Source: an optimization exercise on an open RTL-to-GDS flow (aim: small area, a short achievable clock period and few clock cycles per item). Production flows keep margins and buffers that such runs may drop. The RTL was checked by simulation tests, not by an equivalence proof against the original design.

## v6
==> module fp32_add_sp, before the edit <==
module fp32_add_sp (
    input  wire [31:0] a,
    input  wire [31:0] b,
    input  wire        sub,
    output reg  [31:0] y
);
    localparam [31:0] QNAN = 32'h7FC00000;
    wire [31:0] bb = {b[31] ^ sub, b[30:0]};
    wire a_emax = &a[30:23];
    wire b_emax = &b[30:23];
    wire a_fz   = ~|a[22:0];
    wire b_fz   = ~|b[22:0];
    wire a_nan  = a_emax & ~a_fz;
    wire b_nan  = b_emax & ~b_fz;
    wire a_inf  = a_emax & a_fz;
    wire b_inf  = b_emax & b_fz;
    wire        swap = bb[30:0] > a[30:0];
    wire [31:0] p = swap ? bb : a;
    wire [31:0] q = swap ? a : bb;
    wire [7:0]  xa  = a[30:23]  | {7'd0, ~|a[30:23]};
    wire [7:0]  xb  = bb[30:23] | {7'd0, ~|bb[30:23]};
    wire [7:0]  dab = xa - xb;
    wire [7:0]  dba = xb - xa;
    wire [7:0]  d   = swap ? dba : dab;
    wire [7:0]  ep  = swap ? xb : xa;
    wire [23:0] mp = {|p[30:23], p[22:0]};
    wire [23:0] mq = {|q[30:23], q[22:0]};
    wire        eff_sub = p[31] ^ q[31];
    wire [4:0]  dsh = (d > 8'd27) ? 5'd27 : d[4:0];
    wire [26:0] wq  = {mq, 3'b000};
    wire        st  = |(wq & ~(27'h7FFFFFF << dsh));
    wire [26:0] qa  = (wq >> dsh) | {26'd0, st};
    wire [28:0] sumC = {1'b0, mp, 3'b000, 1'b1} + ({1'b0, qa, eff_sub} ^ {{28{eff_sub}}, 1'b0});
    wire [27:0] sum  = sumC[28:1];
    wire [27:0] lim = (ep <= 8'd27) ? (28'h8000000 >> ep[4:0]) : 28'd0;
    wire [4:0]  lsh;
    fp_lzc28 lz (.x(sum | lim), .n(lsh));
    wire [27:0] n  = sum << lsh;
    wire [8:0]  er = {1'b0, ep} + 9'd1 - {4'd0, lsh};
    wire [23:0] m   = n[27:4];
    wire        g   = n[3];
    wire        s   = |n[2:0];
    wire        inc = g & (s | m[0]);
    wire [30:0] mag = {m[23] ? er[7:0] : 8'd0, m[22:0]} + {30'd0, inc};
    always @* begin
        if (a_nan || b_nan || (a_inf && b_inf && eff_sub))
            y = QNAN;
        else if (a_inf || b_inf)
            y = {p[31], 8'hFF, 23'd0};
        else if (sum == 28'd0)
            y = {p[31] & q[31], 31'd0};
        else if ((m[23] && er >= 9'd255) || mag[30:23] == 8'hFF)
            y = {p[31], 8'hFF, 23'd0};
        else
            y = {p[31], mag};
    end
endmodule
==> module oscen_biquad, before the edit <==
module oscen_biquad (
    input  wire        clk,
    input  wire        rst,
    input  wire        in_valid,
    output reg         in_ready,
    input  wire [1:0]  in_op,
    input  wire        in_unit,
    input  wire [2:0]  in_sel,
    input  wire [31:0] in_data,
    output reg         out_valid,
    output reg  [31:0] out_data
);
    localparam NFLT = 2;
    localparam [1:0] OP_PROCESS = 2'd0;
    localparam [1:0] OP_SETCOEF = 2'd1;
    localparam [1:0] OP_RESET   = 2'd2;
    reg [33:0] b0 [0:NFLT-1];
    reg [33:0] b1 [0:NFLT-1];
    reg [33:0] b2 [0:NFLT-1];
    reg [33:0] a1 [0:NFLT-1];
    reg [33:0] a2 [0:NFLT-1];
    reg [33:0] x1 [0:NFLT-1];
    reg [33:0] x2 [0:NFLT-1];
    reg [31:0] y1 [0:NFLT-1];
    reg        y1z [0:NFLT-1];      
    reg [33:0] y2 [0:NFLT-1];
    reg        v1;
    reg [1:0]  op1;
    reg        u1;
    reg [2:0]  sel1;
    reg [31:0] d1;
    reg        pv2, pv3;
    reg        u2, u3;
    reg [31:0] r0, r1, r2;
    wire pr1 = v1 && (op1 == OP_PROCESS);
    wire rs1 = v1 && (op1 == OP_RESET);
    wire sc1 = v1 && (op1 == OP_SETCOEF);
    reg rst_r;
    wire [33:0] xn, yy, yn;
    fp_unpack ux (.x(d1),     .u(xn));
    fp_unpack uy (.x(y1[u2]), .u(yy));
    assign yn = {y1z[u2] ? 2'b01 : yy[33:32], yy[31:0]};
    wire [31:0] pa, pb, pc;
    fp32_mul mA (.a(pv2 ? a1[u2] : b0[u1]), .b(pv2 ? yn : xn),         .y(pa));
    fp32_mul mB (.a(pv2 ? a2[u2] : b1[u1]), .b(pv2 ? y2[u2] : x1[u1]), .y(pb));
    fp32_mul mC (.a(b2[u1]),                .b(x2[u1]),                .y(pc));
    wire [31:0] s, t;
    fp32_add_sp adA (.a(r0), .b(r1), .sub(pv3), .y(s));
    fp32_add adB (.a(s),  .b(r2), .sub(pv3), .y(t));
    integer k;
    always @(posedge clk) begin
        rst_r <= rst;
        in_ready <= ~rst & ~(in_valid & in_ready & (in_op == OP_PROCESS));
        if (rst) begin
            v1        <= 1'b0;
            pv2       <= 1'b0;
            pv3       <= 1'b0;
            out_valid <= 1'b0;
        end else begin
            v1  <= in_valid & in_ready;
            pv2 <= pr1;
            pv3 <= pv2;
            out_valid <= pv3;
        end
    end
    always @(posedge clk) begin
        if (rst_r) begin
            for (k = 0; k < NFLT; k = k + 1) begin
                b0[k][33:32] <= 2'b01; b1[k][33:32] <= 2'b01; b2[k][33:32] <= 2'b01;
                a1[k][33:32] <= 2'b01; a2[k][33:32] <= 2'b01;
                x1[k][33:32] <= 2'b01; x2[k][33:32] <= 2'b01;
                y1z[k] <= 1'b1;        y2[k][33:32] <= 2'b01;
            end
        end else begin
            if (pv2)
                y2[u2] <= yn;
            if (pv3) begin
                y1[u3]  <= t;
                y1z[u3] <= 1'b0;
            end
            if (sc1) begin
                case (sel1)
                    3'd0: b0[u1] <= xn;
                    3'd1: b1[u1] <= xn;
                    3'd2: b2[u1] <= xn;
                    3'd3: a1[u1] <= xn;
                    3'd4: a2[u1] <= xn;
                    default: ;
                endcase
            end
            if (pr1) begin
                x2[u1] <= x1[u1];
                x1[u1] <= xn;
            end
            if (rs1) begin
                x1[u1][33:32] <= 2'b01;
                x2[u1][33:32] <= 2'b01;
                y1z[u1]       <= 1'b1;
                y2[u1][33:32] <= 2'b01;
            end
        end
    end
    always @(posedge clk) begin
        op1  <= in_op;
        u1   <= in_unit;
        sel1 <= in_sel;
        d1   <= in_data;
        u2   <= u1;
        u3   <= u2;
        r0   <= pv2 ? t  : pa;
        r1   <= pv2 ? pa : pb;
        r2   <= pv2 ? pb : pc;
        out_data <= t;
    end
endmodule
Settings: LEC_CHECK=0, ABC_AREA=1, CAP_MARGIN=20, CORE_MARGIN=2, CORE_UTILIZATION=40, PLACE_DENSITY=0.6, SLEW_MARGIN=20; clock period 120.0 ns.
run.sh (not shown) runs the stock make flow with config.mk's settings and CLKGATE_MAP_FILE= SYNTH_SCRIPT=/design/flow/synth_recipe.tcl, a recipe that flattens the netlist after the stock synthesis.
Testbench counts of v6, summed over its fixed seeds: cycles 32,424, items 16,000.
> inputs changed (v6 -> v7)
--- a/flow/design.v
+++ b/flow/design.v
@@ -1342,69 +1342,12 @@
         else if (ovfF)
             y = {spF, 8'hFF, 23'd0};
         else
             y = {spF, magF};
     end
 endmodule
-module fp32_add_sp (
-    input  wire [31:0] a,
-    input  wire [31:0] b,
-    input  wire        sub,
-    output reg  [31:0] y
-);
-    localparam [31:0] QNAN = 32'h7FC00000;
-    wire [31:0] bb = {b[31] ^ sub, b[30:0]};
-    wire a_emax = &a[30:23];
-    wire b_emax = &b[30:23];
-    wire a_fz   = ~|a[22:0];
-    wire b_fz   = ~|b[22:0];
-    wire a_nan  = a_emax & ~a_fz;
-    wire b_nan  = b_emax & ~b_fz;
-    wire a_inf  = a_emax & a_fz;
-    wire b_inf  = b_emax & b_fz;
-    wire        swap = bb[30:0] > a[30:0];
-    wire [31:0] p = swap ? bb : a;
-    wire [31:0] q = swap ? a : bb;
-    wire [7:0]  xa  = a[30:23]  | {7'd0, ~|a[30:23]};
-    wire [7:0]  xb  = bb[30:23] | {7'd0, ~|bb[30:23]};
-    wire [7:0]  dab = xa - xb;
-    wire [7:0]  dba = xb - xa;
-    wire [7:0]  d   = swap ? dba : dab;
-    wire [7:0]  ep  = swap ? xb : xa;
-    wire [23:0] mp = {|p[30:23], p[22:0]};
-    wire [23:0] mq = {|q[30:23], q[22:0]};
-    wire        eff_sub = p[31] ^ q[31];
-    wire [4:0]  dsh = (d > 8'd27) ? 5'd27 : d[4:0];
-    wire [26:0] wq  = {mq, 3'b000};
-    wire        st  = |(wq & ~(27'h7FFFFFF << dsh));
-    wire [26:0] qa  = (wq >> dsh) | {26'd0, st};
-    wire [28:0] sumC = {1'b0, mp, 3'b000, 1'b1} + ({1'b0, qa, eff_sub} ^ {{28{eff_sub}}, 1'b0});
-    wire [27:0] sum  = sumC[28:1];
-    wire [27:0] lim = (ep <= 8'd27) ? (28'h8000000 >> ep[4:0]) : 28'd0;
-    wire [4:0]  lsh;
-    fp_lzc28 lz (.x(sum | lim), .n(lsh));
-    wire [27:0] n  = sum << lsh;
-    wire [8:0]  er = {1'b0, ep} + 9'd1 - {4'd0, lsh};
-    wire [23:0] m   = n[27:4];
-    wire        g   = n[3];
-    wire        s   = |n[2:0];
-    wire        inc = g & (s | m[0]);
-    wire [30:0] mag = {m[23] ? er[7:0] : 8'd0, m[22:0]} + {30'd0, inc};
-    always @* begin
-        if (a_nan || b_nan || (a_inf && b_inf && eff_sub))
-            y = QNAN;
-        else if (a_inf || b_inf)
-            y = {p[31], 8'hFF, 23'd0};
-        else if (sum == 28'd0)
-            y = {p[31] & q[31], 31'd0};
-        else if ((m[23] && er >= 9'd255) || mag[30:23] == 8'hFF)
-            y = {p[31], 8'hFF, 23'd0};
-        else
-            y = {p[31], mag};
-    end
-endmodule
 module fp_lzc28 (
     input  wire [27:0] x,
     output wire [4:0]  n
 );
     wire [31:0] v = {x, 4'hF};
     wire [15:0] a1;             
@@ -1486,13 +1429,13 @@
     assign yn = {y1z[u2] ? 2'b01 : yy[33:32], yy[31:0]};
     wire [31:0] pa, pb, pc;
     fp32_mul mA (.a(pv2 ? a1[u2] : b0[u1]), .b(pv2 ? yn : xn),         .y(pa));
     fp32_mul mB (.a(pv2 ? a2[u2] : b1[u1]), .b(pv2 ? y2[u2] : x1[u1]), .y(pb));
     fp32_mul mC (.a(b2[u1]),                .b(x2[u1]),                .y(pc));
     wire [31:0] s, t;
-    fp32_add_sp adA (.a(r0), .b(r1), .sub(pv3), .y(s));
+    fp32_add adA (.a(r0), .b(r1), .sub(pv3), .y(s));
     fp32_add adB (.a(s),  .b(r2), .sub(pv3), .y(t));
     integer k;
     always @(posedge clk) begin
         rst_r <= rst;
         in_ready <= ~rst & ~(in_valid & in_ready & (in_op == OP_PROCESS));
         if (rst) begin
Notes after the runs:
- Global-route usage in v7 is 1.5 points higher than in v6
- The final reports for v7 and v6 show top achievable clock speed lower in the former.
- Delta (v7 minus v6): count of TritonRoute iterations in the first routing pass was more or less identical; normalized max-slew margin went down by 11 points; depth of the worst register-to-register path went down by 22.
- [v7] worst setup slack after layout fell 0.39 ns relative to v6
Testbench counts of v7, summed over its fixed seeds: cycles 32,424, items 16,000.

port drivers added, routing unchanged:
No port has a modelled driver above. Below, the same layouts with a new extraction and two added sets of constraints. Step 1, drivers: a clkbuf_16 drives clk and a buf_2 each remaining input, both assumed. Step 2 adds t to the input delays and takes it off the output delays; t is the mean of the earliest and latest rising clock arrival at the registers after step 1. Input paths then give back, and output paths get back, about the clock's delay inside the block. Slacks: ideal / step 1 / step 2; pairs: ideal / step 1.
run | t (ns) | slack for setup (ns) | slew at the worst register clock pin (ns) | worst data-port slew with drivers (ns)
v6 | 0.764 | 94.453 / 94.390 / 95.092 | 0.09 / 0.09 | 0.04
v7 | 0.714 | 94.067 / 94.008 / 94.722 | 0.07 / 0.07 | 0.03
After both steps setup and hold are still met in every run listed.
